From an optimization exercise on the open Yosys and OpenROAD flow, aimed at small area, a short achievable clock period and few clock cycles; shortcuts taken in it are not production practice.
Only simulation tests tie the RTL to the original design; equivalence was not proved.
Power and IR drop assume default switching activity.

==> design.v <==
module vm_muldiv (
    input  wire [1:0]  op,
    input  wire [63:0] a,
    input  wire [63:0] b,
    output wire [63:0] abs_a,
    output wire [63:0] abs_b,
    output wire        neg
);
    assign abs_a = a[63] ? (64'd0 - a) : a;
    assign abs_b = b[63] ? (64'd0 - b) : b;
    assign neg   = (op == 2'd2) ? a[63] : (a[63] ^ b[63]);
endmodule
module vm_lzc64 (
    input  wire [63:0] v,
    output wire [6:0]  z
);
    wire [63:0] v0 = v;
    wire [31:0] a1;  wire [31:0]  c1;
    wire [15:0] a2;  wire [31:0]  c2;
    wire [7:0]  a3;  wire [23:0]  c3;
    wire [3:0]  a4;  wire [15:0]  c4;
    wire [1:0]  a5;  wire [9:0]   c5;
    wire        a6;  wire [5:0]   c6;
    genvar g;
    generate
        for (g = 0; g < 32; g = g + 1) begin : l1
            assign a1[g] = v0[2*g+1] | v0[2*g];
            assign c1[g] = !v0[2*g+1];
        end
        for (g = 0; g < 16; g = g + 1) begin : l2
            assign a2[g] = a1[2*g+1] | a1[2*g];
            assign c2[2*g+1:2*g] = a1[2*g+1] ? {1'b0, c1[2*g+1]} : {1'b1, c1[2*g]};
        end
        for (g = 0; g < 8; g = g + 1) begin : l3
            assign a3[g] = a2[2*g+1] | a2[2*g];
            assign c3[3*g+2:3*g] = a2[2*g+1] ? {1'b0, c2[4*g+3:4*g+2]} : {1'b1, c2[4*g+1:4*g]};
        end
        for (g = 0; g < 4; g = g + 1) begin : l4
            assign a4[g] = a3[2*g+1] | a3[2*g];
            assign c4[4*g+3:4*g] = a3[2*g+1] ? {1'b0, c3[6*g+5:6*g+3]} : {1'b1, c3[6*g+2:6*g]};
        end
        for (g = 0; g < 2; g = g + 1) begin : l5
            assign a5[g] = a4[2*g+1] | a4[2*g];
            assign c5[5*g+4:5*g] = a4[2*g+1] ? {1'b0, c4[8*g+7:8*g+4]} : {1'b1, c4[8*g+3:8*g]};
        end
    endgenerate
    assign a6 = a5[1] | a5[0];
    assign c6 = a5[1] ? {1'b0, c5[9:5]} : {1'b1, c5[4:0]};
    assign z  = a6 ? {1'b0, c6} : 7'd64;
endmodule
module vm_fpu (
    input  wire        clk,
    input  wire        rst,
    input  wire        start,
    input  wire        hold,       
    input  wire [2:0]  op,
    input  wire [63:0] a,
    input  wire [63:0] b,
    output wire        soon,       
    output wire        done,
    output wire [63:0] result
);
    localparam [63:0] QNAN = 64'h7FF8000000000000;
    localparam [3:0] S_IDLE = 4'd0,
                     M_PREP = 4'd1, M_ITER = 4'd2, M_FIN = 4'd3,
                     F_A2 = 4'd4, F_A3 = 4'd5, F_A4 = 4'd6, F_RND = 4'd7,
                     F_SPEC = 4'd8,
                     D_SUBA = 4'd9, D_SET = 4'd10, D_IT = 4'd11, D_F1 = 4'd12,
                     D_F2 = 4'd13, D_SUBB = 4'd14, F_A4S = 4'd15;
    reg  [3:0]  state;
    reg  [63:0] A, B;           
    reg  [63:0] Q;              
    reg  [57:0] QM;             
    reg  [53:0] D;              
    reg  [13:0] E;              
    reg  [6:0]  cnt;
    reg         is_mul, is_div;
    reg         neg;            
    reg         sg;             
    reg         xge;            
    reg         esub;           
    reg         rovf, rzero;    
    reg         dst;            
    reg  [11:0] dab, dba;       
    reg  [6:0]  lza, lzb;       
    reg         mlast;          
    reg         dlowq;          
    reg  [63:0] res_q;          
    reg         res_v;
    wire is_int = !op[2];
    wire [63:0] abs_a, abs_b;
    wire        neg_s;
    vm_muldiv u_front (.op(op[1:0]), .a(a), .b(b), .abs_a(abs_a), .abs_b(abs_b), .neg(neg_s));
    wire        sx = a[63], sy = b[63];
    wire [10:0] ex = a[62:52], ey = b[62:52];
    wire        x_nan  = (ex == 11'h7FF) && (a[51:0] != 52'd0);
    wire        y_nan  = (ey == 11'h7FF) && (b[51:0] != 52'd0);
    wire        x_inf  = (ex == 11'h7FF) && (a[51:0] == 52'd0);
    wire        y_inf  = (ey == 11'h7FF) && (b[51:0] == 52'd0);
    wire        x_zero = (a[62:0] == 63'd0);
    wire [10:0] ea1 = (ex == 11'd0) ? 11'd1 : ex;
    wire [10:0] eb1 = (ey == 11'd0) ? 11'd1 : ey;
    wire        y_zero = (b[62:0] == 63'd0);
    reg  [63:0] add_spec;
    reg         add_is_spec;
    always @(*) begin
        add_is_spec = 1'b1;
        add_spec    = 64'd0;
        if (x_nan || y_nan || (x_inf && y_inf && (sx != sy))) add_spec = QNAN;
        else if (x_inf)              add_spec = a;
        else if (y_inf)              add_spec = b;
        else if (x_zero && y_zero)   add_spec = {sx & sy, 63'd0};
        else if (x_zero)             add_spec = b;
        else if (y_zero)             add_spec = a;
        else                         add_is_spec = 1'b0;
    end
    wire        d_sign = sx ^ sy;
    reg  [63:0] div_spec;
    reg         div_is_spec;
    always @(*) begin
        div_is_spec = 1'b1;
        div_spec    = 64'd0;
        if (x_nan || y_nan || (x_inf && y_inf)) div_spec = QNAN;
        else if (x_inf)                         div_spec = {d_sign, 11'h7FF, 52'd0};
        else if (y_inf || x_zero)               div_spec = {d_sign, 63'd0};
        else                                    div_is_spec = 1'b0;
    end
    wire [52:0] nm_in = (state == D_SUBB) ? {1'b0, B[51:0]} : {1'b0, A[51:0]};
    wire [63:0] lz1_in = (state == S_IDLE) ? abs_a :
                         (state == F_A4)   ? {A[55:0], 8'hFF} :
                                             {nm_in, 11'h7FF};
    wire [6:0]  lz1, lz2;
    vm_lzc64 u_lz1 (.v(lz1_in), .z(lz1));
    vm_lzc64 u_lz2 (.v(abs_b), .z(lz2));
    wire [6:0]  sdiff = lzb - lza;           
    wire [56:0] nsum   = A[56:0];
    wire        n_full = ({4'd0, lz1} < E[10:0]);
    wire [63:0] shl_in  = (state == M_PREP) ? B :
                          (state == F_A4 || state == F_A4S) ? {8'd0, A[55:0]} :
                                              {11'd0, nm_in};
    wire [5:0]  shl_amt = (state == M_PREP) ? sdiff[5:0] :
                          (state == F_A4S)  ? (E[5:0] - 6'd1) : lz1[5:0];
    wire [63:0] shl_out = shl_in << shl_amt;
    wire [63:0] big = xge ? A : B;
    wire [63:0] sml = xge ? B : A;
    wire [10:0] eb  = (big[62:52] == 11'd0) ? 11'd1 : big[62:52];
    wire [10:0] es  = (sml[62:52] == 11'd0) ? 11'd1 : sml[62:52];
    wire [55:0] mb  = {(big[62:52] != 11'd0), big[51:0], 3'b000};
    wire [55:0] ms  = {(sml[62:52] != 11'd0), sml[51:0], 3'b000};
    wire [11:0] dexp = xge ? dab : dba;
    wire [55:0] dsig  = Q[56] ? {Q[56:2], Q[1] | Q[0] | dst} : {Q[55:1], Q[0] | dst};
    wire [13:0] dexpv = Q[56] ? E : (E - 14'd1);
    wire        dovf  = !dexpv[13] && (dexpv >= 14'd2047);
    wire        dlow  = dexpv[13] || (dexpv == 14'd0);
    wire [13:0] dsh   = 14'd1 - dexpv;
    wire        fa2     = (state == F_A2);
    wire [55:0] shr_in  = fa2 ? ms : dsig;
    wire        shr_big = fa2 ? (dexp > 12'd55) : (dsh > 14'd55);
    wire [5:0]  shr_amt = fa2 ? dexp[5:0] : dsh[5:0];
    wire [55:0] shr_sh  = shr_in >> shr_amt;
    wire        shr_st  = shr_big ? (|shr_in) : (|(shr_in & ~({56{1'b1}} << shr_amt)));
    wire [55:0] shr_out = {(shr_big ? 55'd0 : shr_sh[55:1]), (shr_big ? 1'b0 : shr_sh[0]) | shr_st};
    wire        mfin  = (state == M_FIN) || (state == M_PREP);
    wire [63:0] vres  = (state == M_PREP) ? (is_div ? 64'd0 : A) : (is_div ? Q : A);
    reg  [63:0] ax, ay;
    reg         ac;
    always @(*) begin
        case (state)
            S_IDLE: begin ax = {1'b0, a[62:0]}; ay = ~{1'b0, b[62:0]}; ac = 1'b1; end
            M_ITER: begin ax = A; ay = is_mul ? (Q[0] ? B : 64'd0) : ~B; ac = !is_mul; end
            F_A3:   begin ax = {8'd0, A[55:0]}; ay = {8'd0, B[55:0]} ^ {64{esub}}; ac = esub; end
            D_F1:   begin ax = {7'd0, A[56:0]}; ay = {7'd0, B[56:0]}; ac = 1'b0; end
            default: begin ax = 64'd0; ay = neg ? ~vres : vres; ac = neg; end
        endcase
    end
    wire [64:0] sum = {1'b0, ax} + {1'b0, ay} + {64'd0, ac};
    function [57+57+58+58-1:0] srt_step;
        input [56:0] s;
        input [56:0] c;
        input [57:0] q;
        input [57:0] qm;
        input [53:0] d;
        reg   [3:0]  y;
        reg   [56:0] s2, c2, yv;
        reg   [56:0] ns, nc;
        reg          qp, qn;
        begin
            y  = s[55:52] + c[55:52];
            qp = !y[3];                      
            qn = y[3] && (y != 4'b1111);     
            s2 = {s[55:0], 1'b0};
            c2 = {c[55:0], 1'b0};
            yv = qp ? ~{3'b000, d} : (qn ? {3'b000, d} : 57'd0);
            ns = s2 ^ c2 ^ yv;
            nc = (((s2 & c2) | (s2 & yv) | (c2 & yv)) << 1) | {56'd0, qp};
            srt_step = {ns, nc,
                        qn ? {qm[56:0], 1'b1} : {q[56:0], qp},
                        qp ? {q[56:0], 1'b0}  : {qm[56:0], !qn}};
        end
    endfunction
    wire [229:0] st1 = srt_step(A[56:0], B[56:0], Q[57:0], QM, D);
    wire [229:0] st2 = srt_step(st1[229:173], st1[172:116], st1[115:58], st1[57:0], D);
    wire [229:0] st3 = srt_step(st2[229:173], st2[172:116], st2[115:58], st2[57:0], D);
    wire [56:0] W      = sum[56:0];
    wire        wneg   = W[56];
    wire [56:0] Sx     = A[56:0], Cx = B[56:0];
    wire [56:0] Dx     = {3'b000, D};
    wire        wzero  = ((Sx ^ Cx) == {(Sx[55:0] | Cx[55:0]), 1'b0});
    wire [56:0] s3     = Sx ^ Cx ^ Dx;
    wire [56:0] c3     = {((Sx[55:0] & Cx[55:0]) | (Sx[55:0] & Dx[55:0]) | (Cx[55:0] & Dx[55:0])), 1'b0};
    wire        wdzero = ((s3 ^ c3) == {(s3[55:0] | c3[55:0]), 1'b0});
    wire        rdf = (state == D_F2);
    wire [55:0] rs  = rdf ? dsig : A[55:0];
    wire [10:0] ref0 = rdf ? (dexpv[10:0] - 11'd1) : E[10:0];
    wire        rov = rdf ? dovf : rovf;
    wire        rz  = rdf ? 1'b0 : rzero;
    wire        rup = rs[2] & (rs[1] | rs[0] | rs[3]);
    wire [53:0] rm  = {1'b0, rs[55:3]} + {53'd0, rup};
    wire [10:0] rfield = ref0 + {9'd0, rm[53:52]};
    wire [63:0] rres = rz  ? 64'd0 :
                       rov ? {sg, 11'h7FF, 52'd0} : {sg, rfield, rm[51:0]};
    wire m_short = (state == M_PREP) && !is_mul && (lza > lzb);
    wire m_last  = mlast;
    wire m_early = (state == M_ITER) && m_last && !neg;
    wire [63:0] m_early_res = is_mul ? sum[63:0] :
                              is_div ? {Q[62:0], sum[64]} :
                              (sum[64] ? sum[63:0] : A);
    wire        done_c   = (state == M_FIN) || m_short || m_early || (state == F_RND) ||
                           (state == F_SPEC) || ((state == D_F2) && !dlowq);
    assign soon = done_c;
    wire [63:0] result_c = (state == F_SPEC) ? A :
                           (state == M_ITER) ? m_early_res :
                           (state == M_FIN || state == M_PREP) ? sum[63:0] : rres;
    assign done   = res_v;
    assign result = res_q;
    always @(posedge clk) begin
        if (done_c) res_q <= result_c;
        if (rst) begin
            res_v <= 1'b0;
        end else if (done_c) begin
            res_v <= 1'b1;
        end else if (!hold) begin
            res_v <= 1'b0;
        end
        if (rst) begin
            state <= S_IDLE;
        end else begin
            case (state)
                S_IDLE: if (start) begin
                    if (is_int) begin
                        is_mul <= (op[1:0] == 2'd0);
                        is_div <= (op[1:0] == 2'd1);
                        neg    <= neg_s;
                        A      <= abs_a;
                        B      <= abs_b;
                        lza    <= lz1;
                        lzb    <= lz2;
                        state  <= M_PREP;
                    end else if (!op[0]) begin
                        if (add_is_spec) begin
                            A <= add_spec;
                            state <= F_SPEC;
                        end else begin
                            A   <= a;
                            B   <= b;
                            xge <= sum[64];
                            dab <= {1'b0, ea1} - {1'b0, eb1};
                            dba <= {1'b0, eb1} - {1'b0, ea1};
                            state <= F_A2;
                        end
                    end else if (div_is_spec) begin
                        A <= div_spec;
                        state <= F_SPEC;
                    end else if (ex == 11'd0 || ey == 11'd0) begin
                        A <= a;
                        B <= b;
                        E <= 14'd0;
                        state <= (ex == 11'd0) ? D_SUBA : D_SUBB;
                    end else begin
                        A  <= {11'd0, 1'b1, a[51:0]};    
                        B  <= 64'd0;
                        D  <= {1'b1, b[51:0], 1'b0};
                        Q  <= 64'd0;
                        QM <= {58{1'b1}};
                        E  <= {3'd0, ex} - {3'd0, ey} + 14'd1023;
                        sg <= d_sign;
                        cnt <= 7'd18;
                        state <= D_IT;
                    end
                end
                M_PREP: begin
                    if (is_mul) begin
                        if (lza >= lzb) begin
                            Q <= A;
                        end else begin
                            Q <= B;
                            B <= A;
                        end
                        A <= 64'd0;
                        mlast <= ((lza >= lzb) ? lza : lzb) >= 7'd63;
                        state <= ((lza == 7'd64) || (lzb == 7'd64)) ? M_FIN : M_ITER;
                    end else if (lza > lzb) begin
                        state <= S_IDLE;
                    end else begin
                        Q   <= 64'd0;
                        B   <= shl_out;
                        cnt <= sdiff;
                        mlast <= (lza == lzb);
                        state <= M_ITER;
                    end
                end
                M_ITER: begin
                    if (is_mul) begin
                        A <= sum[63:0];
                        B <= {B[62:0], 1'b0};
                        Q <= {1'b0, Q[63:1]};
                        mlast <= (Q[63:2] == 62'd0);
                        if (m_last) state <= neg ? M_FIN : S_IDLE;
                    end else begin
                        if (sum[64]) A <= sum[63:0];
                        Q <= {Q[62:0], sum[64]};
                        B <= {1'b0, B[63:1]};
                        cnt <= cnt - 7'd1;
                        mlast <= (cnt == 7'd1);
                        if (m_last) state <= neg ? M_FIN : S_IDLE;
                    end
                end
                F_A2: begin
                    A[55:0] <= mb;
                    B[55:0] <= shr_out;
                    E    <= {3'd0, eb};
                    sg   <= big[63];
                    esub <= A[63] ^ B[63];
                    state <= F_A3;
                end
                F_A3: begin
                    A[56:0] <= sum[56:0];
                    state <= F_A4;
                end
                F_A4: begin
                    if (nsum[56] || n_full) begin
                        A[55:0] <= nsum[56] ? {nsum[56:2], nsum[1] | nsum[0]} : shl_out[55:0];
                        E[10:0] <= nsum[56] ? E[10:0] : (E[10:0] - {4'd0, lz1} - 11'd1);
                    end
                    rovf    <= nsum[56] && (E[10:0] == 11'd2046);
                    rzero   <= (nsum == 57'd0);
                    state   <= (nsum[56] || n_full) ? F_RND : F_A4S;
                end
                F_A4S: begin
                    A[55:0] <= shl_out[55:0];
                    E[10:0] <= 11'd0;
                    state   <= F_RND;
                end
                D_SUBA: begin
                    A[62:52] <= 11'd1;
                    A[51:0]  <= shl_out[51:0];
                    E <= E - {7'd0, lz1};
                    state <= (B[62:52] == 11'd0) ? D_SUBB : D_SET;
                end
                D_SUBB: begin
                    B[62:52] <= 11'd1;
                    B[51:0]  <= shl_out[51:0];
                    E <= E + {7'd0, lz1};
                    state <= D_SET;
                end
                D_SET: begin
                    A  <= {11'd0, 1'b1, A[51:0]};
                    B  <= 64'd0;
                    D  <= {1'b1, B[51:0], 1'b0};
                    Q  <= 64'd0;
                    QM <= {58{1'b1}};
                    E  <= E + {3'd0, A[62:52]} - {3'd0, B[62:52]} + 14'd1023;
                    sg <= A[63] ^ B[63];
                    cnt <= 7'd18;
                    state <= D_IT;
                end
                D_IT: begin
                    A[56:0]  <= st3[229:173];
                    B[56:0]  <= st3[172:116];
                    Q[57:0]  <= st3[115:58];
                    QM       <= st3[57:0];
                    cnt <= cnt - 7'd1;
                    if (cnt == 7'd0) state <= D_F1;
                end
                D_F1: begin
                    Q[57:0] <= wneg ? QM : Q[57:0];
                    dlowq   <= (wneg ? QM[56] : Q[56]) ? (E[13] || E == 14'd0)
                                                     : (E[13] || E == 14'd0 || E == 14'd1);
                    dst     <= wneg ? !wdzero : !wzero;
                    state   <= D_F2;
                end
                D_F2: begin
                    A[55:0] <= shr_out;
                    E[10:0] <= 11'd0;
                    rovf    <= 1'b0;
                    rzero   <= 1'b0;
                    state   <= dlowq ? F_RND : S_IDLE;
                end
                default: state <= S_IDLE;    
            endcase
        end
    end
endmodule
module vm_core (
    input  wire        clk,
    input  wire        rst,
    input  wire [15:0] code_len,
    input  wire [16:0] pool_len,
    output wire [15:0] imem_addr,
    input  wire [63:0] imem_data,
    output wire [15:0] cp_index,
    input  wire [1:0]  cp_kind,
    input  wire [63:0] cp_value,
    input  wire [15:0] cp_window,
    input  wire [15:0] cp_nret,
    output reg         emit_valid,
    output reg         emit_ret,
    output reg  [1:0]  emit_tag,
    output reg  [63:0] emit_data,
    output reg         halted,
    output reg  [2:0]  res_kind,
    output reg  [15:0] res_ip,
    output reg  [2:0]  res_depth
);
    localparam RF_SIZE = 16;
    localparam [1:0] T_INV = 2'd0, T_INT = 2'd1, T_FLT = 2'd2;
    localparam [1:0] K_JMP = 2'd2;
    localparam [2:0] R_NORMAL = 3'd0, F_LOAD = 3'd1, F_INDEX = 3'd2,
                     F_TYPE = 3'd3, F_ARITH = 3'd4, F_STACK = 3'd5,
                     F_DECODE = 3'd6;
    localparam [2:0] P_CHECK = 3'd0, P_RUN = 3'd1,
                     P_COPY = 3'd4, P_RETOUT = 3'd5, P_HALT = 3'd6;
    function legal_op;
        input [7:0] o;
        begin
            case (o)
                8'h00, 8'h01, 8'h02,
                8'h10, 8'h11, 8'h12, 8'h13, 8'h14, 8'h15,
                8'h20, 8'h21, 8'h30, 8'h31,
                8'h40, 8'h41, 8'h42, 8'h44, 8'h45, 8'h46,
                8'h48, 8'h49, 8'h4A, 8'h4C, 8'h4D, 8'h4E,
                8'h50, 8'h51: legal_op = 1'b1;
                default:      legal_op = 1'b0;
            endcase
        end
    endfunction
    function [15:0] onehot4;
        input [3:0] s;
        begin
            onehot4 = 16'd1 << s;
        end
    endfunction
    reg [2:0]  phase;
    reg [15:0] cl;                  
    reg [16:0] pl;                  
    reg [1:0]  rf_tag  [0:RF_SIZE-1];
    reg [63:0] rf_data [0:RF_SIZE-1];
    reg [1:0]  dep;                 
    reg [4:0]  fbase, fsize, fnret, fretdst;
    reg [15:0] fcbase;
    reg [15:0] s_ip     [0:2];
    reg [4:0]  s_base   [1:2];
    reg [4:0]  s_size   [1:2];
    reg [4:0]  s_nret   [1:2];
    reg [4:0]  s_retdst [1:2];
    reg [15:0] s_cbase  [1:2];
    reg [15:0] pc;                  
    reg [4:0]  fbase_f;             
    reg        ir_v;
    reg [63:0] ir;
    reg [15:0] ip_f;                
    reg [15:0] cpi;                 
    reg        ir_last;             
    reg        ir_end;              
    reg [15:0] selP, selQ, selW;    
    reg        x_v;
    reg [7:0]  x_op;
    reg [15:0] x_ip;
    reg        x_end;
    reg [63:0] xr_a, xr_b;          
    reg [1:0]  xr_ta, xr_tb;        
    reg        x_bypA, x_bypB;      
    reg [15:0] x_selW;
    reg        x_rbad;              
    reg        x_cbad;              
    reg        x_taken;             
    reg        x_jconst;            
    reg [15:0] x_jt;                
    reg [16:0] x_jlo;               
    reg        x_jhi;               
    reg [15:0] x_ca, x_cb;          
    reg        x_khi0;              
    reg [4:0]  x_kwin, x_knret;     
    wire [63:0] au_result;
    reg         au_flt;
    wire [63:0] x_a  = x_bypA ? au_result : xr_a;
    wire [63:0] x_b  = x_bypB ? au_result : xr_b;
    wire [1:0]  x_ta = x_bypA ? (au_flt ? 2'd2 : 2'd1) : xr_ta;
    wire [1:0]  x_tb = x_bypB ? (au_flt ? 2'd2 : 2'd1) : xr_tb;
    reg        au_busy;
    reg [15:0] au_dst;
    reg [15:0] csrc, cdst;          
    reg [4:0]  cleft;
    wire [63:0] fw   = imem_data;
    wire [7:0]  fop  = fw[7:0];
    wire        f_jmp  = (fop[7:4] == 4'h4) && (fop[1:0] != 2'b11);
    wire        f_usea = (fop == 8'h01) || (f_jmp && fop[1:0] != 2'b00);
    wire [3:0]  f_sa = fbase_f[3:0] + fw[11:8];
    wire [3:0]  f_sb = fbase_f[3:0] + fw[27:24];
    wire [3:0]  f_sc = fbase_f[3:0] + fw[43:40];
    wire [15:0] f_cidx = (fop == 8'h50) ? fw[55:40] :
                         (f_jmp && fop[1:0] == 2'b00) ? fw[23:8] : fw[47:32];
    wire [15:0] pc_inc = pc + 16'd1;
    assign imem_addr = pc;
    assign cp_index  = cpi;
    wire [7:0]  op  = ir[7:0];
    wire [55:0] arg = ir[63:8];
    wire [23:0] ba  = ir[31:8];
    wire [31:0] bb  = ir[63:32];
    wire [15:0] ca  = ir[23:8];
    wire [15:0] cb  = ir[39:24];
    wire [15:0] cc  = ir[55:40];
    wire is_jump = (op[7:4] == 4'h4) && (op[1:0] != 2'b11);
    wire j_rel   = op[3];
    wire j_const = op[2];
    wire j_cond  = (op[1:0] != 2'b00);
    wire cidx_hi  = (op == 8'h50) ? 1'b0 :
                    (is_jump && !j_cond) ? (arg[55:16] != 40'd0) :
                                           (bb[31:16] != 16'd0);
    wire cidx_bad = cidx_hi || ({1'b0, cpi} >= pl);
    reg chk_cidx;
    always @(*) begin
        case (op)
            8'h02, 8'h45, 8'h46, 8'h4D, 8'h4E: chk_cidx = 1'b1;
            8'h44, 8'h4C, 8'h50:               chk_cidx = 1'b1;
            default:                           chk_cidx = 1'b0;
        endcase
    end
    wire bad_a   = (ca[15:5] != 11'd0) || (ca[4:0] >= fsize);
    wire bad_b   = (cb[15:5] != 11'd0) || (cb[4:0] >= fsize);
    wire bad_c   = (cc[15:5] != 11'd0) || (cc[4:0] >= fsize);
    wire bad_ba  = (ba[23:5] != 19'd0) || (ba[4:0] >= fsize);
    wire bad_arg = (arg[55:5] != 51'd0) || (arg[4:0] >= fsize);
    reg  rbad;
    always @(*) begin
        case (op)
            8'h01:                              rbad = bad_arg;
            8'h02, 8'h41, 8'h42, 8'h45, 8'h46,
            8'h49, 8'h4A, 8'h4D, 8'h4E:         rbad = bad_ba;
            8'h15:                              rbad = bad_a | bad_b;
            8'h10, 8'h11, 8'h12, 8'h13, 8'h14,
            8'h20, 8'h21, 8'h30, 8'h31:         rbad = bad_a | bad_b | bad_c;
            default:                            rbad = 1'b0;
        endcase
    end
    reg  [16:0] j_lo;
    reg         j_hi_ok;
    always @(*) begin
        if (!j_cond) begin
            if (j_rel) begin
                j_lo    = arg[16:0];
                j_hi_ok = (arg[55:16] == 40'd0) || (arg[55:16] == {40{1'b1}});
            end else begin
                j_lo    = {1'b0, arg[15:0]};
                j_hi_ok = (arg[55:16] == 40'd0);
            end
        end else begin
            if (j_rel) begin
                j_lo    = bb[16:0];
                j_hi_ok = (bb[31:16] == 16'd0) || (bb[31:16] == 16'hFFFF);
            end else begin
                j_lo    = {1'b0, bb[15:0]};
                j_hi_ok = (bb[31:16] == 16'd0);
            end
        end
    end
    wire [15:0] j_base   = j_rel ? pc : fcbase;            
    wire [17:0] j_target = {2'b00, j_base} + {j_lo[16], j_lo};
    wire        copying = (phase == P_COPY) || (phase == P_RETOUT);
    wire        x_cr    = (phase == P_RUN) && x_v && !x_end && (x_op == 8'h50 || x_op == 8'h51);
    wire        x_copy0 = x_cr && (x_ca != 16'd0);
    wire [15:0] csrc_x  = onehot4(fbase[3:0] + x_cb[3:0]);
    wire [15:0] rselP = copying ? csrc : (x_copy0 ? csrc_x : selP);
    reg  [63:0] vP, vQ;
    reg  [1:0]  tP, tQ;
    integer k;
    always @(*) begin
        vP = 64'd0; vQ = 64'd0; tP = 2'd0; tQ = 2'd0;
        for (k = 0; k < RF_SIZE; k = k + 1) begin
            vP = vP | (rf_data[k] & {64{rselP[k]}});
            tP = tP | (rf_tag[k]  & {2{rselP[k]}});
            vQ = vQ | (rf_data[k] & {64{selQ[k]}});
            tQ = tQ | (rf_tag[k]  & {2{selQ[k]}});
        end
    end
    reg        w_en;
    reg [15:0] w_oh;
    reg [1:0]  w_tag;
    reg [63:0] w_data;
    wire       fwdP = w_en && ((w_oh & selP) != 16'd0);
    wire       fwdQ = w_en && ((w_oh & selQ) != 16'd0);
    wire [63:0] rP  = fwdP ? w_data : vP;
    wire [1:0]  rtP = fwdP ? w_tag  : tP;
    wire [63:0] rQ  = fwdQ ? w_data : vQ;
    wire [1:0]  rtQ = fwdQ ? w_tag  : tQ;
    wire        r_guard = (vP != 64'd0);
    wire        r_taken = !j_cond || (op[0] ? r_guard : !r_guard);
    wire        r_usesP = (op == 8'h01) || (is_jump && j_cond) ||
                          (op[7:4] == 4'h1) || (op[7:4] == 4'h2) || (op[7:4] == 4'h3);
    wire        r_usesQ = (op[7:4] == 4'h1 && op != 8'h15) || (op[7:4] == 4'h2) || (op[7:4] == 4'h3);
    wire        r_writes = (op == 8'h02) || (op[7:4] == 4'h1) || (op[7:4] == 4'h2) || (op[7:4] == 4'h3);
    wire        r_serial = (op == 8'h12 || op == 8'h13 || op == 8'h14 || op == 8'h20 ||
                            op == 8'h21 || op == 8'h50 || op == 8'h51);
    wire        au_pend = au_go || (au_busy && !au_wr);
    wire [15:0] au_pdst = au_go ? x_selW : au_dst;
    wire        r_rawP  = r_usesP && ((selP & au_pdst) != 16'd0);
    wire        r_rawQ  = r_usesQ && ((selQ & au_pdst) != 16'd0);
    wire        r_waw   = r_writes && ((selW & au_pdst) != 16'd0);
    wire        r_early = au_busy && au_soon && !au_go && !r_waw &&
                          !(op == 8'h50 || op == 8'h51) && !(is_jump && j_cond);
    wire        r_auhaz = au_pend && (r_serial || r_rawP || r_rawQ || r_waw) && !r_early;
    wire        r_haz   = (is_jump && j_cond && fwdP) || r_auhaz;
    wire xo_add = (x_op == 8'h10);
    wire xo_neg = (x_op == 8'h15);
    wire xo_flt = (x_op == 8'h31);
    wire [63:0] alu_x = xo_neg ? 64'd0 : (xo_flt ? {1'b0, x_a[62:0]} : x_a);
    wire [63:0] alu_y = xo_add ? x_b : (xo_neg ? ~x_a : (xo_flt ? ~{1'b0, x_b[62:0]} : ~x_b));
    wire [63:0] alu_s = alu_x + alu_y + {63'd0, !xo_add};
    wire        lt_res = (x_a[63] != x_b[63]) ? x_a[63] : alu_s[63];
    wire fb_nan = (x_a[62:52] == 11'h7FF) && (x_a[51:0] != 52'd0);
    wire fc_nan = (x_b[62:52] == 11'h7FF) && (x_b[51:0] != 52'd0);
    wire f_bothzero = (x_a[62:0] == 63'd0) && (x_b[62:0] == 63'd0);
    wire f_eqmag = (x_a[62:0] == x_b[62:0]);
    reg  flt_res;
    always @(*) begin
        if (fb_nan || fc_nan || f_bothzero)
            flt_res = 1'b0;
        else if (x_a[63] != x_b[63])
            flt_res = x_a[63];
        else if (!x_a[63])
            flt_res = alu_s[63];                   
        else
            flt_res = !alu_s[63] && !f_eqmag;      
    end
    wire [17:0] xj_t  = x_jconst ? ({2'b00, x_jt} + {x_jlo[16], x_jlo}) : {2'b00, x_jt};
    wire        xj_ok = x_jhi && (xj_t[17:16] == 2'b00) && (xj_t[15:0] < cl);
    wire [16:0] run_end  = {1'b0, x_cb} + {1'b0, x_ca};
    wire        run_bad  = (x_ca != 16'd0) && (run_end > {12'd0, fsize});
    wire [4:0]  call_nb  = fbase + fsize;
    wire [5:0]  call_top = {1'b0, call_nb} + {1'b0, x_kwin};
    wire [4:0]  c_base   = (dep == 2'd1) ? 5'd0 : s_base[dep == 2'd3 ? 2 : 1];
    wire [4:0]  c_size   = (dep == 2'd1) ? 5'd8 : s_size[dep == 2'd3 ? 2 : 1];
    wire [16:0] rdst_end = {12'd0, fretdst} + {1'b0, x_ca};
    wire [4:0]  sat_cb   = (x_cb > 16'd17) ? 5'd17 : x_cb[4:0];
    wire [15:0] cdst_x   = (x_op == 8'h50) ? onehot4(call_nb[3:0]) :
                                             onehot4(c_base[3:0] + fretdst[3:0]);
    wire [15:0] x_ipn    = x_ip + 16'd1;
    wire        xrun  = (phase == P_RUN) && x_v && !x_end;
    wire        xo_au = (x_op == 8'h12 || x_op == 8'h13 || x_op == 8'h14 ||
                         x_op == 8'h20 || x_op == 8'h21);
    wire        au_go = xrun && xo_au;
    wire [2:0]  au_op = (x_op == 8'h12) ? 3'd0 : (x_op == 8'h13) ? 3'd1 :
                        (x_op == 8'h14) ? 3'd2 : {2'b10, x_op[0]};
    wire        x_wr  = xrun && (x_op == 8'h02 || x_op == 8'h10 || x_op == 8'h11 ||
                                 x_op == 8'h15 || x_op == 8'h30 || x_op == 8'h31);
    wire        au_done, au_soon;
    wire        au_wr = au_busy && au_done && !x_wr;
    vm_fpu u_au (
        .clk(clk), .rst(rst), .start(au_go), .hold(x_wr), .op(au_op),
        .a(x_a), .b(x_b), .soon(au_soon), .done(au_done), .result(au_result)
    );
    reg [2:0] x_fault;
    always @(*) begin
        x_fault = 3'd0;
        if (!legal_op(x_op)) begin
            x_fault = F_DECODE;
        end else begin
            case (x_op)
                8'h00: ;
                8'h01: begin
                    if (x_rbad) x_fault = F_INDEX;
                    else if (x_ta != T_INT && x_ta != T_FLT) x_fault = F_TYPE;
                end
                8'h02: begin
                    if (x_rbad) x_fault = F_INDEX;
                    else if (x_cbad) x_fault = F_INDEX;
                    else if (x_tb[1]) x_fault = F_TYPE;
                end
                8'h10, 8'h11, 8'h12, 8'h13, 8'h14, 8'h30: begin
                    if (x_rbad) x_fault = F_INDEX;
                    else if (x_ta != T_INT || x_tb != T_INT) x_fault = F_TYPE;
                    else if ((x_op == 8'h13 || x_op == 8'h14) && x_b == 64'd0) x_fault = F_ARITH;
                end
                8'h15: begin
                    if (x_rbad) x_fault = F_INDEX;
                    else if (x_ta != T_INT) x_fault = F_TYPE;
                end
                8'h20, 8'h21, 8'h31: begin
                    if (x_rbad) x_fault = F_INDEX;
                    else if (x_ta != T_FLT || x_tb != T_FLT) x_fault = F_TYPE;
                    else if (x_op == 8'h21 && x_b[62:0] == 63'd0) x_fault = F_ARITH;
                end
                8'h50: begin
                    if (run_bad) x_fault = F_INDEX;
                    else if (x_cbad) x_fault = F_INDEX;
                    else if (x_tb != K_JMP) x_fault = F_TYPE;
                    else if (!x_khi0 || x_jt >= cl) x_fault = F_INDEX;
                    else if (x_ca > {11'd0, x_kwin}) x_fault = F_INDEX;
                    else if (dep == 2'd3) x_fault = F_STACK;
                    else if (call_top > 6'd16) x_fault = F_STACK;
                end
                8'h51: begin
                    if (run_bad) x_fault = F_INDEX;
                    else if (dep != 2'd0) begin
                        if ({11'd0, fnret} != x_ca) x_fault = F_INDEX;
                        else if (x_ca != 16'd0 && rdst_end > {12'd0, c_size}) x_fault = F_INDEX;
                    end
                end
                default: begin  
                    if (x_op[1:0] != 2'b00 && x_rbad) x_fault = F_INDEX;
                    else if (x_op[2] && x_cbad) x_fault = F_INDEX;
                    else if (x_op[1:0] != 2'b00 && x_ta != T_INT) x_fault = F_TYPE;
                    else if (x_op[2] && x_tb != K_JMP) x_fault = F_TYPE;
                    else if (x_taken && !xj_ok) x_fault = F_INDEX;
                end
            endcase
        end
    end
    wire x_single = !(x_op == 8'h50 || x_op == 8'h51);
    wire x_free = (phase == P_RUN) && (!x_v || x_single);
    wire r_go = (phase == P_RUN) &&
                ir_v && x_free && !r_haz;
    wire r_jump  = r_go && is_jump && r_taken;
    wire f_load  = (phase == P_CHECK) || (!ir_v || r_go);
    always @(*) begin
        w_en   = 1'b0;
        w_oh   = x_selW;
        w_tag  = T_INT;
        w_data = alu_s;
        case (phase)
            P_RUN: begin
                w_en = x_wr || au_wr || (x_copy0 && (x_op == 8'h50 || dep != 2'd0));
                if (au_wr) begin
                    w_oh = au_dst; w_tag = au_flt ? T_FLT : T_INT; w_data = au_result;
                end else case (x_op)
                    8'h50, 8'h51: begin w_oh = cdst_x; w_tag = tP; w_data = vP; end
                    8'h02: begin w_tag = x_tb[0] ? T_FLT : T_INT; w_data = x_b; end
                    8'h30: w_data = {63'd0, lt_res};
                    8'h31: w_data = {63'd0, flt_res};
                    default: ;
                endcase
            end
            P_COPY: begin
                w_en = 1'b1; w_oh = cdst; w_tag = tP; w_data = vP;
            end
            default: ;
        endcase
    end
    wire        call_ok = xrun && (x_op == 8'h50) && (x_fault == 3'd0);
    reg [RF_SIZE-1:0] clr;
    always @(*) begin
        for (k = 0; k < RF_SIZE; k = k + 1)
            clr[k] = call_ok &&
                     ({1'b0, k[4:0]} >= {1'b0, call_nb}) &&
                     ({1'b0, k[4:0]} < call_top);
    end
    always @(posedge clk) begin
        for (k = 0; k < RF_SIZE; k = k + 1) begin
            if (rst)
                rf_tag[k] <= T_INV;
            else if (w_en && w_oh[k])
                rf_tag[k] <= w_tag;
            else if (clr[k])
                rf_tag[k] <= T_INV;
            if (w_en && w_oh[k])
                rf_data[k] <= w_data;
        end
    end
    task halt_with;
        input [2:0]  kind;
        input [15:0] at;
        input [2:0]  d;
        begin
            phase     <= P_HALT;
            halted    <= 1'b1;
            res_kind  <= kind;
            res_ip    <= at;
            res_depth <= d;
        end
    endtask
    always @(posedge clk) begin
        cl <= code_len;
        pl <= pool_len;
        emit_valid <= 1'b0;
        emit_ret   <= 1'b0;
        emit_tag   <= (copying || x_copy0) ? tP : x_ta;
        emit_data  <= (copying || x_copy0) ? vP : x_a;
        if (rst) begin
            phase   <= P_CHECK;
            pc      <= 16'd0;
            ir_v    <= 1'b0;
            x_v     <= 1'b0;
            au_busy <= 1'b0;
            halted  <= 1'b0;
            res_kind  <= R_NORMAL;
            res_ip    <= 16'd0;
            res_depth <= 3'd0;
            dep     <= 2'd0;
            fbase   <= 5'd0;
            fbase_f <= 5'd0;
            fsize   <= 5'd8;
            fcbase  <= 16'd0;
        end else begin
            if (au_go) au_busy <= 1'b1;
            else if (au_wr) au_busy <= 1'b0;
            if (phase != P_HALT && f_load) begin
                ir      <= imem_data;
                ir_v    <= 1'b1;
                ip_f    <= pc;
                cpi     <= f_cidx;
                ir_last <= (pc_inc == cl);
                ir_end  <= (pc >= cl);
                selP    <= onehot4(f_usea ? f_sa : f_sb);
                selQ    <= onehot4(f_sc);
                selW    <= onehot4(f_sa);
                pc      <= (phase == P_CHECK && pc_inc == cl) ? 16'd0 : pc_inc;
            end
            x_ip    <= ip_f;
            x_end   <= ir_end;
            xr_a    <= rP;
            xr_ta   <= rtP;
            xr_b    <= (op == 8'h02) ? cp_value : rQ;
            xr_tb   <= (op == 8'h02 || op == 8'h50 || (is_jump && j_const)) ? cp_kind : rtQ;
            x_bypA  <= r_early && r_rawP;
            x_bypB  <= r_early && r_rawQ;
            x_rbad  <= rbad;
            x_cbad  <= cidx_bad;
            x_taken <= is_jump && r_taken;
            x_jconst <= j_const;
            x_jt    <= (op == 8'h50) ? cp_value[15:0] :
                       j_const ? j_base : j_target[15:0];
            x_jlo   <= cp_value[16:0];
            x_jhi   <= j_const ? ((cp_value[63:16] == 48'd0) || (cp_value[63:16] == {48{1'b1}}))
                               : (j_hi_ok && (j_target[17:16] == 2'b00));
            x_ca    <= ca;
            x_cb    <= cb;
            x_khi0  <= (cp_value[63:16] == 48'd0);
            x_kwin  <= (cp_window > 16'd17) ? 5'd17 : cp_window[4:0];
            x_knret <= (cp_nret > 16'd17) ? 5'd17 : cp_nret[4:0];
            if (r_go) begin
                x_v     <= 1'b1;
                x_op    <= op;
                x_selW  <= selW;
                if (r_jump) begin
                    ir_v <= 1'b0;
                    if (!j_const) pc <= j_target[15:0];
                end
                if (op == 8'h50) begin
                    ir_v    <= 1'b0;
                    pc      <= cp_value[15:0];
                    fbase_f <= fbase + fsize;
                end
                if (op == 8'h51 && dep != 2'd0) begin
                    ir_v    <= 1'b0;
                    pc      <= s_ip[dep - 2'd1];
                    fbase_f <= (dep == 2'd1) ? 5'd0 : s_base[dep - 2'd1];
                end
            end else if (x_free) begin
                x_v <= 1'b0;
            end
            case (phase)
                P_CHECK: begin
                    if (cl == 16'd0) begin
                        halt_with(F_LOAD, 16'd0, 3'd0);
                    end else if (ir_v) begin
                        if (!legal_op(op) || (chk_cidx && cidx_bad))
                            halt_with(F_LOAD, ip_f, 3'd0);
                        else if (ir_last)
                            phase <= P_RUN;
                    end
                end
                P_RUN: if (x_v) begin
                    if (x_end) begin
                        halt_with(R_NORMAL, x_ip, {1'b0, dep} + 3'd1);
                    end else if (x_fault != 3'd0) begin
                        halt_with(x_fault, x_ip, {1'b0, dep} + 3'd1);
                    end else begin
                        case (x_op)
                            8'h01: begin
                                emit_valid <= 1'b1;
                            end
                            8'h12, 8'h13, 8'h14, 8'h20, 8'h21: begin
                                au_dst <= x_selW;
                                au_flt <= x_op[5];
                            end
                            8'h50: begin
                                s_ip[dep] <= x_ipn;
                                if (dep != 2'd0) begin
                                    s_base[dep]   <= fbase;
                                    s_size[dep]   <= fsize;
                                    s_cbase[dep]  <= fcbase;
                                    s_nret[dep]   <= fnret;
                                    s_retdst[dep] <= fretdst;
                                end
                                dep     <= dep + 2'd1;
                                fbase   <= call_nb;
                                fsize   <= x_kwin;
                                fcbase  <= x_jt;
                                fnret   <= x_knret;
                                fretdst <= sat_cb;
                                x_v     <= 1'b0;
                                csrc    <= {csrc_x[14:0], csrc_x[15]};
                                cdst    <= {cdst_x[14:0], cdst_x[15]};
                                cleft   <= x_ca[4:0] - 5'd1;
                                if (x_ca > 16'd1) phase <= P_COPY;
                            end
                            8'h51: begin
                                csrc  <= {csrc_x[14:0], csrc_x[15]};
                                cleft <= x_ca[4:0] - 5'd1;
                                x_v   <= 1'b0;
                                if (dep == 2'd0) begin
                                    if (x_ca != 16'd0) begin
                                        emit_valid <= 1'b1;
                                        emit_ret   <= 1'b1;
                                    end
                                    if (x_ca <= 16'd1)
                                        halt_with(R_NORMAL, x_ip, 3'd1);
                                    else
                                        phase <= P_RETOUT;
                                end else begin
                                    cdst  <= {cdst_x[14:0], cdst_x[15]};
                                    dep   <= dep - 2'd1;
                                    if (dep == 2'd1) begin
                                        fbase  <= 5'd0;
                                        fsize  <= 5'd8;
                                        fcbase <= 16'd0;
                                    end else begin
                                        fbase   <= s_base[dep - 2'd1];
                                        fsize   <= s_size[dep - 2'd1];
                                        fcbase  <= s_cbase[dep - 2'd1];
                                        fnret   <= s_nret[dep - 2'd1];
                                        fretdst <= s_retdst[dep - 2'd1];
                                    end
                                    if (x_ca > 16'd1) phase <= P_COPY;
                                end
                            end
                            default: begin
                                if (x_taken && x_jconst) begin
                                    pc   <= xj_t[15:0];
                                    ir_v <= 1'b0;
                                end
                            end
                        endcase
                    end
                end
                P_COPY: begin
                    csrc  <= {csrc[14:0], csrc[15]};
                    cdst  <= {cdst[14:0], cdst[15]};
                    cleft <= cleft - 5'd1;
                    if (cleft == 5'd1) phase <= P_RUN;
                end
                P_RETOUT: begin
                    emit_valid <= 1'b1;
                    emit_ret   <= 1'b1;
                    csrc  <= {csrc[14:0], csrc[15]};
                    cleft <= cleft - 5'd1;
                    if (cleft == 5'd1)
                        halt_with(R_NORMAL, x_ip, 3'd1);
                end
                default: ;  
            endcase
        end
    end
endmodule
==> flow/run.sh <==
#!/bin/bash
set -euo pipefail
bash standard.sh synth > synth.log 2>&1
bash standard.sh SETUP_SLACK_MARGIN=21 \
    "CTS_ARGS=-sink_clustering_enable -repair_clock_nets -dont_use_dummy_load" \
    finish > layout.log 2>&1
==> standard.sh <==
#!/bin/bash
# synth_recipe.tcl (not shown) runs the flow's synth.tcl, then flattens the netlist and writes it again
# the make line also repeats each setting of config.mk as NAME=value (left out here)
make -C /OpenROAD-flow-scripts/flow DESIGN_CONFIG=/design/flow/config.mk WORK_HOME=/design/flow/orfs CLKGATE_MAP_FILE= SYNTH_SCRIPT=/design/flow/synth_recipe.tcl "${@:-finish}"
==> config.mk <==
export PLATFORM = sky130hd
export DESIGN_NAME = vm_core
export DESIGN_NICKNAME = vm_core
export VERILOG_FILES = /design/flow/design.v
export SDC_FILE = /design/flow/constraint.sdc
export NUM_CORES = 8
export LEC_CHECK = 0
export CAP_MARGIN = 30
export CORE_MARGIN = 2
export CORE_UTILIZATION = 30
export PLACE_DENSITY = 0.45
export SLEW_MARGIN = 30
==> constraint.sdc <==
create_clock -name core_clock -period 28.0 [get_ports {clk}]
set_input_delay 5.6000 -clock core_clock [delete_from_list [all_inputs] [get_ports {clk}]]
set_output_delay 5.6000 -clock core_clock [all_outputs]
set_load 0.01 [all_outputs]
==> impl_metrics.py, run 1 <==
metrics = {
    "logic_synthesis": {
        "synthDistinctLibCells": 120,
        "synthArstFlopShare_pct": 0,
        "synth_seq_cells": 2262,
        "synthCells": 18030,
        "ys_seq_area_share_pct": 39.55,
        "syn_nets": 19010,
        "yosys.area.top_type": "edfxtp_1",
        "netlist_top_cells_count": "edfxtp_1, nor2_1, a21oi_1, nand2_1, o21ai_0",
        "yosysTopAreaCellShare_pct": 36.93,
        "synth.area.top_cells": "edfxtp_1, a21oi_1, mux2i_1",
        "synth_warnings": 4,
        "yosysMostFrequentCell": "edfxtp_1",
        "synth_edf_count": 2045,
        "syn_area_sq_um": 166300,
        "avgSynthCellArea_sq_um": 9.223,
        "ys.flop_type": "edfxtp_1",
    },
    "power": {
        "vdd_ir_drop_max_mv": 0.07156,
        "p_per_area_nw_per_um2": 82.74,
        "combPwrFrac_pct": 51.1,
        "internal_power_uw": 9265,
        "p_clk_share_pct": 19.3,
        "switching_share_pct": 45.24,
        "p_sw_uw": 7655,
        "seqPwrFrac_pct": 29.6,
        "leakage_uw": 0.07337,
    },
    "drt": {
        "drt_iter0_markers": 28320,
        "wl_per_cell_um": 42.28,
        "totalWireLength_mm": 1101,
        "antenna_left": 0,
        "drc_errors": 0,
        "dr.pass1.iters": 13,
        "num_vias": 174400,
        "vias_per_cell": 6.700,
    },
    "placement": {
        "dpl_cell_area_sq_um": 182300,
        "io_buffers": 319,
        "dpl.hpwl_mm": 770.8,
        "dp_cells": 25000,
        "gp_congestion": 1.064,
    },
    "global_route": {
        "grt_overflow_total": 0,
        "grt_max_degree": 115,
        "grt_usage_pct": 36.95,
        "grt_first_pass_wirelength_mm": 1438,
        "antenna_found_initial": 94,
        "grt_pass1_vias": 160100,
    },
    "die": {
        "io_pins": 320,
        "die_h_um": 748.5,
        "design.die.area_sq_um": 560200,
        "rows": 273,
        "start_util_pct": 30.10,
        "coreArea_sq_um": 552300,
        "die_w_um": 748.5,
    },
    "sta": {
        "max_slew_margin_pct": 16.03,
        "tns_ns": 0,
        "fin_crit_ns": 7.744,
        "fin_crit_sh_pct": 27.66,
        "finalMaxSlewViolations": 0,
        "finalSetupViolations": 0,
        "rsz0062_at_grt": "yes",
        "max_freq_ghz": 0.1291,
        "worst_pin_slew_ns": 1.254,
        "finalClockSkew_ns": 0.1284,
        "final_hold_viol_count": 0,
    },
    "worst_setup_path": {
        "cp.arrival_ns": 8.44,
        "r2r_setup_slack_ns": 20.26,
        "path_delay_family": "adder cells",
        "r2r_end": "u_au.A[6]",
        "cp.required_ns": 28.70,
        "r2r_start": "u_au.A[52]",
        "critical_path_buf_inv_count": 10,
        "crit_path_max_fanout": 8,
        "cp-endpoint": "u_au.A[6]",
        "cpPeakStageDelay_ns": 0.57,
        "cp-start-kind": "register",
        "cp.depth": 34,
        "rr_worst_depth": 34,
        "setup.worst_path.class": "reg -> reg",
        "crit_start": "u_au.A[52]",
        "end_kind": "register",
        "slowest_stage": "fa_2",
    },
    "clock_tree": {
        "clk_pin_slew_ns": 0.06,
        "root_buffer": "clkbuf_16",
        "numCtsBuffers": 285,
        "cts_num_sinks": 2262,
        "ctsHoldBuffers": 0,
        "clk_latency_ns": 1.00,
        "cts_tree": "yes",
        "htree_levels": 5,
        "cts_buffer_depth": 4,
    },
    "finish": {
        "drive_gt1_share_pct": 19.37,
        "fin_area_sq_um": 204500,
        "layoutNonFillerInstCount": 26030,
        "finalNetCount": 19660,
        "area_delta_synth_final_pct": 23.00,
    },
    "job": {
        "cap_viol_max_count": 0,
    },
    "hold_path": {
        "hold_path.class": "reg -> reg",
    },
    "outcome": {
        "outcome": "timing/DRC/antenna clean",
    },
}
## stage by stage
stage               hold WS [ns]  worst slack (ns)  util [%]  power [uW]
floorplan                 0.4003             19.67         -        8767
global route              0.4271             20.12     37.01       17210
detailed placement        0.4166             16.71     33.00       12140
CTS                       0.4263             20.36     36.03       16120
global placement          0.4089             16.68     32.93       12130
finish                    0.4203             20.26     37.03       16920
## layout make-up
| type | instances | area (sq um) |
|---|---|---|
| well taps | 7287 | 9117 |
| diodes | 65 | 162.7 |
| clock buffers | 285 | 7132 |
| flip-flops and latches | 2262 | 65960 |
| inverters | 726 | 2870 |
| fillers | 55480 | 347800 |
| multi-input cells | 13570 | 100500 |
| repair inverters | 1 | 11.26 |
| repair buffers | 1838 | 18750 |
## layer usage
layer | global-route usage (%) | up-vias | wire [um]
met3 | 13.43 | 3257 | 143100
met2 | 52.83 | 13710 | 446500
met1 | 46.46 | 87320 | 414100
li1 | - | 70090 | -
met4 | 24.62 | 42 | 96010
met5 | 0.3738 | - | 912
## cells by family after synthesis
group                    after synthesis  synth area share (%)
AO/OA/AOI/OAI                       6178                 25.01
XOR/XNOR                             690                 3.643
adder cells (fa/ha/maj)              786                 7.036
buffers and inverters               2208                 5.127
flip-flops                          2262                 39.55
multiplexers                         955                 5.940
AND/OR/NAND/NOR                     4949                 13.70
## worst min path at each step
stage                     slack, ns        to  cells after the start      from
final                          0.42     x_end                      0    ir_end
after global routing           0.43     x_end                      0    ir_end
after CTS                      0.43  x_ip[14]                      0  ip_f[14]
after detailed placement       0.42     x_end                      0    ir_end
after global placement         0.41     x_end                      0    ir_end
after floorplan                0.40     x_end                      0    ir_end
## what timing repair did
action                                 4_1_cts  5_1_grt
resized for setup                         1681      643
gates cloned                                53       38
endpoints found under the hold margin        0        0
setup buffers                              433      160
pin swaps                                  227      223
setup endpoints to repair                 2146     1192
## state kept, by name, summed over array words and instances, names as in the netlist, 17 cells and up, named ones only
signal and cells:
u_au.B 64, u_au.res_q 64, s_ip 48, ir 64, xr_b 64, x_jlo 17, u_au.A 64, u_au.Q 64
xr_a 64, u_au.D 52, rf_tag 32, pl 17, u_au.QM 58, emit_data 64, rf_data 1024, s_cbase 32
## cell usage in the layout (no fill, tap or decap), types with 315 or more instances in the layout
cell	netlist	routed
clkbuf_16	0	315
buf_4	14	1129
xnor2_1	514	490
a21oi_1	1510	1331
a22oi_1	424	419
a22o_1	408	406
ha_1	535	514
mux2i_1	739	591
inv_1	706	668
a221oi_1	582	520
edfxtp_1	2045	2045
nor2_1	1685	1572
o21ai_0	1193	1057
nand2_1	1478	1427
## power groups by stage
stage	clock network [uW]	logic (uW)	registers, uW
finish	3260	8650	5010
global route	3380	8800	5030
CTS	3280	7850	4990
detailed placement	0	7090	5050
global placement	0	7080	5050
floorplan	0	3830	4940
Testbench counts, summed over its fixed seeds: cycles 98,952.
==> run 2: changes to the inputs <==
--- a/design.v
+++ b/design.v
@@ -86,2 +86,3 @@
     reg         mlast;          
+    reg         yb;             
     reg         dlowq;          
@@ -162,2 +163,9 @@
     wire [55:0] shr_out = {(shr_big ? 55'd0 : shr_sh[55:1]), (shr_big ? 1'b0 : shr_sh[0]) | shr_st};
+    wire [2:0]  btrip = {Q[1:0], yb};
+    wire        bone  = (btrip == 3'b001) || (btrip == 3'b010) ||
+                        (btrip == 3'b101) || (btrip == 3'b110);
+    wire        btwo  = (btrip == 3'b011) || (btrip == 3'b100);
+    wire        bneg  = btrip[2] && (btrip != 3'b111);
+    wire [63:0] bmag  = btwo ? {B[62:0], 1'b0} : (bone ? B : 64'd0);
+    wire [63:0] bterm = bneg ? ~bmag : bmag;
     wire        mfin  = (state == M_FIN) || (state == M_PREP);
@@ -169,3 +177,3 @@
             S_IDLE: begin ax = {1'b0, a[62:0]}; ay = ~{1'b0, b[62:0]}; ac = 1'b1; end
-            M_ITER: begin ax = A; ay = is_mul ? (Q[0] ? B : 64'd0) : ~B; ac = !is_mul; end
+            M_ITER: begin ax = A; ay = is_mul ? bterm : ~B; ac = is_mul ? bneg : 1'b1; end
             F_A3:   begin ax = {8'd0, A[55:0]}; ay = {8'd0, B[55:0]} ^ {64{esub}}; ac = esub; end
@@ -300,2 +308,3 @@
                         mlast <= ((lza >= lzb) ? lza : lzb) >= 7'd63;
+                        yb    <= 1'b0;
                         state <= ((lza == 7'd64) || (lzb == 7'd64)) ? M_FIN : M_ITER;
@@ -314,5 +323,6 @@
                         A <= sum[63:0];
-                        B <= {B[62:0], 1'b0};
-                        Q <= {1'b0, Q[63:1]};
-                        mlast <= (Q[63:2] == 62'd0);
+                        B <= {B[61:0], 2'b00};
+                        Q <= {2'b00, Q[63:2]};
+                        yb <= Q[1];
+                        mlast <= (Q[63:3] == 61'd0);
                         if (m_last) state <= neg ? M_FIN : S_IDLE;
==> run 2 against run 1 <==
Net effect:
- still clean
- critical path depth up 2
- largest cell class unchanged
- sequential power about the same
- synthesized area grew 1.4%
- count of clock-buffer cells in the layout stayed put
- final cell count increased by 2.6%
- setup slack worse by 0.055 ns
- design area up 2.3%
- power up 1.8%
- clock skew is 0.011 ns lower
- non-clock buffer count is 74 higher
==> impl_metrics.py, run 2 <==
metrics = {
    "drt": {
        "drc_errors": 0,
        "num_vias": 180800,
        "wl_per_cell_um": 44.41,
        "vias_per_cell": 6.766,
        "antenna_left": 0,
        "totalWireLength_mm": 1187,
        "dr.pass1.iters": 14,
        "drt_iter0_markers": 29780,
    },
    "global_route": {
        "grt_pass1_vias": 164500,
        "antenna_found_initial": 137,
        "grt_use_met3_pct": 15.43,
        "grt_usage_pct": 39.42,
        "grt_overflow_total": 0,
        "grt_max_degree": 132,
        "grt_busiest_layer": "met2",
        "grt_first_pass_wirelength_mm": 1538,
        "use_met2_pct": 55.95,
        "met1_usage_pct": 48.10,
    },
    "logic_synthesis": {
        "netlist_top_cells_count": "edfxtp_1, nor2_1, a21oi_1, nand2_1, clkbuf_1",
        "syn_area_sq_um": 168600,
        "synthArstFlopShare_pct": 0,
        "synthCells": 18470,
        "synth_seq_cells": 2263,
        "syn_nets": 19450,
        "ys.flop_type": "edfxtp_1",
        "synth_warnings": 4,
        "avgSynthCellArea_sq_um": 9.128,
        "synthDistinctLibCells": 119,
        "yosysTopAreaCellShare_pct": 36.44,
        "synth_edf_count": 2046,
        "yosys.area.top_type": "edfxtp_1",
        "yosysMostFrequentCell": "edfxtp_1",
        "synth.area.top_cells": "edfxtp_1, a21oi_1, mux2i_1",
        "ys_seq_area_share_pct": 39.02,
    },
    "finish": {
        "largest_reg_flops": 1024,
        "regArea_sq_um": 65990,
        "multiInputGateArea_sq_um": 103400,
        "top_register": "rf_data",
        "final_cell_mix": "edfxtp_1, nor2_1, nand2_1",
        "fin_area_sq_um": 209300,
        "num-fill-cells": 56390,
        "layout_commonest_cell": "edfxtp_1",
        "finalNetCount": 20140,
        "drive_gt1_share_pct": 20.19,
        "area_delta_synth_final_pct": 24.11,
    },
    "worst_setup_path": {
        "cp.arrival_ns": 8.39,
        "crit_path_frequent_cell": "fa_2",
        "crit_path_max_fanout": 7,
        "critical_path_buf_inv_count": 11,
        "slowest_stage": "fa_1",
        "cp-start-kind": "register",
        "setup.worst_path.class": "reg -> reg",
        "cpPeakStageDelay_ns": 0.56,
        "end_kind": "register",
        "cp.required_ns": 28.59,
        "path_delay_family": "adder cells",
    },
    "sta": {
        "fin_crit_ns": 7.799,
        "worst_pin_slew_ns": 1.265,
        "max_slew_margin_pct": 15.69,
        "rsz0062_at_grt": "yes",
        "finalSetupViolations": 0,
        "max_freq_ghz": 0.1282,
        "tns_ns": 0,
        "finalClockSkew_ns": 0.1175,
        "final_hold_viol_count": 0,
        "fin_crit_sh_pct": 27.86,
        "finalMaxSlewViolations": 0,
    },
    "power": {
        "p_per_area_nw_per_um2": 82.30,
        "seqPwrFrac_pct": 29.2,
        "combPwrFrac_pct": 51.9,
        "p_sw_uw": 7975,
        "internal_power_uw": 9247,
        "vdd_ir_drop_max_mv": 0.07322,
        "leakage_uw": 0.07522,
        "switching_share_pct": 46.31,
        "p_clk_share_pct": 18.9,
    },
    "clock_tree": {
        "cts_tree": "yes",
        "numCtsBuffers": 285,
        "cts_num_sinks": 2263,
        "clk_latency_ns": 1.00,
        "ctsHoldBuffers": 0,
        "root_buffer": "clkbuf_16",
        "cts_buffer_depth": 4,
        "htree_levels": 5,
        "clk_pin_slew_ns": 0.05,
    },
    "die": {
        "die_w_um": 753.7,
        "rows": 275,
        "die_h_um": 753.7,
        "design.die.area_sq_um": 568000,
        "start_util_pct": 30.08,
        "io_pins": 320,
        "coreArea_sq_um": 560500,
    },
    "placement": {
        "dpl.hpwl_mm": 817.6,
        "io_buffers": 319,
        "dpl_cell_area_sq_um": 185000,
        "gp_congestion": 1.094,
    },
    "hold_path": {
        "hold_path.class": "reg -> reg",
    },
    "job": {
        "cap_viol_max_count": 0,
    },
    "outcome": {
        "outcome": "timing/DRC/antenna clean",
    },
}
==> run 2: cell count changes in the layout (fill, tap and decap cells not counted), sizes merged, moves of 58 or more <==
cell    delta
nand2     +81
a21oi    +126
o21ai     -78
a221oi   -118
a22o      -58
a22oi    +114
xor2     +134
buf       +76
==> run 2: path summary, 6_finish.rpt <==
kind | cells after the start | slack (ns) | startpoint | to
setup / recovery | 36 | 20.20 | u_au.A[53] | u_au.A[4]
hold / removal | 0 | 0.42 | ir_end | x_end
setup reg to reg | 36 | 20.20 | u_au.A[53] | u_au.A[4]
hold reg to reg | 0 | 0.42 | ir_end | x_end
==> run 2: power groups by stage <==
stage                     Sequential, uW  Combinational (uW)  Clock (uW)
after floorplan                     4940                3770           0
after global placement              5060                7240           0
after detailed placement            5060                7270           0
after CTS                           5000                7960        3280
after global routing                5040                9010        3380
final                               5020                8940        3260
==> run 2: cell families after synthesis <==
family	count (synthesis)	share of synthesized area, %
compound gates	6397	25.49
simple gates	5064	13.77
buf+inv	2274	5.164
flops	2263	39.02
mux	907	5.558
fa+ha+maj	785	6.934
xor+xnor	781	4.065
==> run 2: repair_timing <==
| action | CTS | global route |
|---|---|---|
| cloned | 85 | 22 |
| pin swaps | 287 | 340 |
| setup buffers | 435 | 209 |
| resized for setup | 1823 | 771 |
| setup endpoints to repair | 1886 | 1229 |
==> run 2: metrics by stage <==
stage               utilization, %  worst slack [ns]  hold WS (ns)  power (uW)  std cells
finish                       37.33             20.20        0.4219       17220      26720
global route                 37.31             20.07        0.4357       17430      26660
CTS                          36.28             20.35        0.4214       16250      26400
detailed placement           33.01             16.59        0.4193       12320      25600
global placement             32.93             16.69        0.4117       12300      25580
floorplan                        -             19.53        0.4003        8708      18470
==> run 2: final cells by class <==
class | count | share of cell area, %
Tap cell | 7479 | 4.472
Timing Repair inverter | 3 | 0.01854
Multi-Input combinational cell | 13950 | 49.42
Inverter | 744 | 1.387
Timing Repair Buffer | 1912 | 9.659
Sequential cell | 2263 | 31.54
Antenna cell | 83 | 0.09925
Clock buffer | 285 | 3.408
==> run 2: routing by layer <==
layer	wire length, um	up-vias
met5	781	-
met4	112800	74
met3	161500	3944
met2	477100	14820
met1	434400	90230
li1	-	71730
Testbench counts of run 2, summed over its fixed seeds: cycles 95,993.
==> run 3: changes to the inputs <==
--- a/design.v
+++ b/design.v
@@ -184,7 +184,5 @@
     wire [64:0] sum = {1'b0, ax} + {1'b0, ay} + {64'd0, ac};
-    function [57+57+58+58-1:0] srt_step;
+    function [57+57+2-1:0] srt_step;
         input [56:0] s;
         input [56:0] c;
-        input [57:0] q;
-        input [57:0] qm;
         input [53:0] d;
@@ -203,10 +201,14 @@
             nc = (((s2 & c2) | (s2 & yv) | (c2 & yv)) << 1) | {56'd0, qp};
-            srt_step = {ns, nc,
-                        qn ? {qm[56:0], 1'b1} : {q[56:0], qp},
-                        qp ? {q[56:0], 1'b0}  : {qm[56:0], !qn}};
+            srt_step = {ns, nc, qp, qn};
         end
     endfunction
-    wire [229:0] st1 = srt_step(A[56:0], B[56:0], Q[57:0], QM, D);
-    wire [229:0] st2 = srt_step(st1[229:173], st1[172:116], st1[115:58], st1[57:0], D);
-    wire [229:0] st3 = srt_step(st2[229:173], st2[172:116], st2[115:58], st2[57:0], D);
+    wire [115:0] st1 = srt_step(A[56:0], B[56:0], D);
+    wire [115:0] st2 = srt_step(st1[115:59], st1[58:2], D);
+    wire [115:0] st3 = srt_step(st2[115:59], st2[58:2], D);
+    wire [3:0]  qv = ({4{st1[1]}} & 4'd4) - ({4{st1[0]}} & 4'd4) +
+                     ({4{st2[1]}} & 4'd2) - ({4{st2[0]}} & 4'd2) +
+                     ({4{st3[1]}} & 4'd1) - ({4{st3[0]}} & 4'd1);
+    wire [3:0]  qv1 = qv - 4'd1;
+    wire [57:0] q_next  = {(qv[3] ? QM[54:0] : Q[54:0]), qv[2:0]};
+    wire [57:0] qm_next = {((qv[3] || qv == 4'd0) ? QM[54:0] : Q[54:0]), qv1[2:0]};
     wire [56:0] W      = sum[56:0];
@@ -387,6 +389,2 @@
                 D_IT: begin
-                    A[56:0]  <= st3[229:173];
-                    B[56:0]  <= st3[172:116];
-                    Q[57:0]  <= st3[115:58];
-                    QM       <= st3[57:0];
                     cnt <= cnt - 7'd1;
@@ -410,2 +408,8 @@
             endcase
+            if (state == D_IT) begin
+                A[56:0] <= st3[115:59];
+                B[56:0] <= st3[58:2];
+                Q[57:0] <= q_next;
+                QM      <= qm_next;
+            end
         end
--- a/config.mk
+++ b/config.mk
@@ -7,3 +7,3 @@
 export LEC_CHECK = 0
-export CAP_MARGIN = 30
+export CAP_MARGIN = 40
 export CORE_MARGIN = 2
@@ -11,2 +11,2 @@
 export PLACE_DENSITY = 0.45
-export SLEW_MARGIN = 30
+export SLEW_MARGIN = 40
==> run 3 against run 2 <==
Net effect:
- critical path depth down 10
- still clean
- combinational power down 2.9%
- synthesized area up 1.2%
- core utilization up 0.40 points
- sequential cell count unchanged
- critical endpoint is now u_au.A[13]
- setup slack better by 0.23 ns
- synthesized cell count up 2.2%
==> impl_metrics.py, run 3 <==
metrics = {
    "logic_synthesis": {
        "avgSynthCellArea_sq_um": 9.046,
        "synth_seq_cells": 2263,
        "synth_edf_count": 2046,
        "synthCells": 18870,
        "yosysMostFrequentCell": "edfxtp_1",
        "synthArstFlopShare_pct": 0,
        "ys_seq_area_share_pct": 38.54,
        "syn_nets": 19860,
        "synth_warnings": 4,
        "ys.flop_type": "edfxtp_1",
        "netlist_top_cells_count": "edfxtp_1, nor2_1, a21oi_1, nand2_1, clkbuf_1",
    },
    "sta": {
        "max_slew_margin_pct": 13.49,
        "tns_ns": 0,
        "finalMaxSlewViolations": 0,
        "hold_slack_ns": 0.4309,
        "worst_pin_slew_ns": 1.288,
        "fin_crit_sh_pct": 27.02,
        "max_freq_ghz": 0.1322,
        "rsz0062_at_grt": "yes",
    },
    "finish": {
        "num-fill-cells": 57250,
        "layoutNonFillerInstCount": 27340,
        "layout_commonest_cell": "edfxtp_1",
        "area_delta_synth_final_pct": 25.57,
        "top_register": "rf_data",
        "final_cell_mix": "edfxtp_1, nor2_1, a21oi_1",
        "finalNetCount": 20700,
        "drive_gt1_share_pct": 22.04,
    },
    "job": {
        "cap_viol_max_count": 0,
    },
    "hold_path": {
        "hold_path.class": "reg -> reg",
    },
    "worst_setup_path": {
        "critical_path_buf_inv_count": 6,
        "crit_path_max_fanout": 8,
        "end_kind": "register",
        "cp.required_ns": 28.71,
        "slowest_stage": "nand3_1",
        "cp.arrival_ns": 8.28,
        "setup.worst_path.class": "reg -> reg",
    },
    "drt": {
        "drt_iter0_markers": 32320,
        "dr.pass1.iters": 10,
        "num_vias": 186400,
        "vias_per_cell": 6.816,
        "drc_errors": 0,
        "wl_per_cell_um": 45.26,
        "totalWireLength_mm": 1238,
    },
    "clock_tree": {
        "ctsHoldBuffers": 0,
        "numCtsBuffers": 285,
        "clk_latency_ns": 1.11,
        "cts_num_sinks": 2263,
        "cts_buffer_depth": 4,
        "root_buffer": "clkbuf_16",
        "clk_pin_slew_ns": 0.06,
    },
    "global_route": {
        "grt_overflow_total": 0,
        "grt_pass1_vias": 168300,
        "grt_usage_pct": 40.63,
        "antenna_found_initial": 159,
    },
    "placement": {
        "io_buffers": 319,
        "dp_cells": 26110,
        "dpl.hpwl_mm": 858.6,
        "gp_congestion": 1.093,
    },
    "power": {
        "internal_power_uw": 9226,
        "seqPwrFrac_pct": 29.7,
        "p_clk_share_pct": 19.2,
        "combPwrFrac_pct": 51.1,
        "p_sw_uw": 7753,
        "switching_share_pct": 45.66,
    },
    "die": {
        "die_h_um": 758.3,
        "coreArea_sq_um": 568000,
        "die_w_um": 758.3,
        "io_pins": 320,
        "rows": 277,
        "start_util_pct": 30.05,
    },
    "outcome": {
        "outcome": "timing/DRC/antenna clean",
    },
}
run 3: worst paths after layout:
path / startpoint / endpoint / slack, ns / cells past startpoint
setup reg to reg: u_au.A[24] / u_au.A[13] / 20.43 / 26
hold / removal: ir_end / x_end / 0.43 / 0
hold reg to reg: ir_end / x_end / 0.43 / 0
setup / recovery: u_au.A[24] / u_au.A[13] / 20.43 / 26
run 3: layout make-up:
| cell class | count | area (sq um) | share of cell area (%) |
|---|---|---|---|
| diodes | 93 | 232.7 | 0.1086 |
| repair buffers | 2107 | 22320 | 10.41 |
| inverters | 826 | 3259 | 1.521 |
| well taps | 7533 | 9425 | 4.397 |
| clock buffers | 285 | 7132 | 3.327 |
| multi-input cells | 14230 | 106000 | 49.45 |
| repair inverters | 2 | 17.52 | 0.008172 |
| flip-flops and latches | 2263 | 65970 | 30.78 |
run 3: metal layers:
layer | global-route usage, % | routed length [um] | vias to the layer above
met5 | 0.7424 | 1012 | -
met4 | 32.40 | 129600 | 82
met3 | 15.57 | 163700 | 4545
met2 | 57.86 | 496800 | 15410
met1 | 48.70 | 446400 | 92850
li1 | - | - | 73480
run 3: power groups by stage:
| stage | Combinational, uW | Sequential (uW) | Clock [uW] |
|---|---|---|---|
| final | 8680 | 5040 | 3260 |
| after CTS | 7970 | 5020 | 3270 |
| after global placement | 6970 | 5070 | 0 |
| after global routing | 8770 | 5060 | 3380 |
| after floorplan | 3680 | 4960 | 0 |
| after detailed placement | 7010 | 5070 | 0 |
run 3: cells by family after synthesis:
family / after synthesis / synth area share (%)
AO/OA/AOI/OAI: 6518 / 25.50
XOR/XNOR: 702 / 3.610
adder cells (fa/ha/maj): 790 / 6.887
buffers and inverters: 2394 / 5.473
flip-flops: 2263 / 38.54
multiplexers: 926 / 5.715
AND/OR/NAND/NOR: 5278 / 14.27
run 3: repair_timing:
action / 4_1_cts / 5_1_grt
setup endpoints to repair: 1753 / 1208
resized for setup: 2112 / 640
hold endpoints to repair: 0 / 0
setup buffers: 497 / 215
gates cloned: 101 / 33
pin swaps: 391 / 322
run 3: metrics by stage:
step / total power, uW / setup WS, ns / cell area (sq um)
2_1_floorplan: 8640 / 19.41 / 172100
3_3_place_gp: 12050 / 17.29 / 186600
3_5_place_dp: 12080 / 17.47 / 187800
4_1_cts: 16260 / 20.49 / 208300
5_1_grt: 17210 / 20.27 / 214200
6_report: 16980 / 20.43 / 214400
Testbench counts of run 3, summed over its fixed seeds: cycles 95,993.

Check on run 3: ideal ports give 20.434 ns setup slack; a clkbuf_16 on the clock port and buf_2 on the inputs give 20.434 ns; moving port delays by the midpoint clock arrival (1.127 ns) as well gives 19.868 ns.
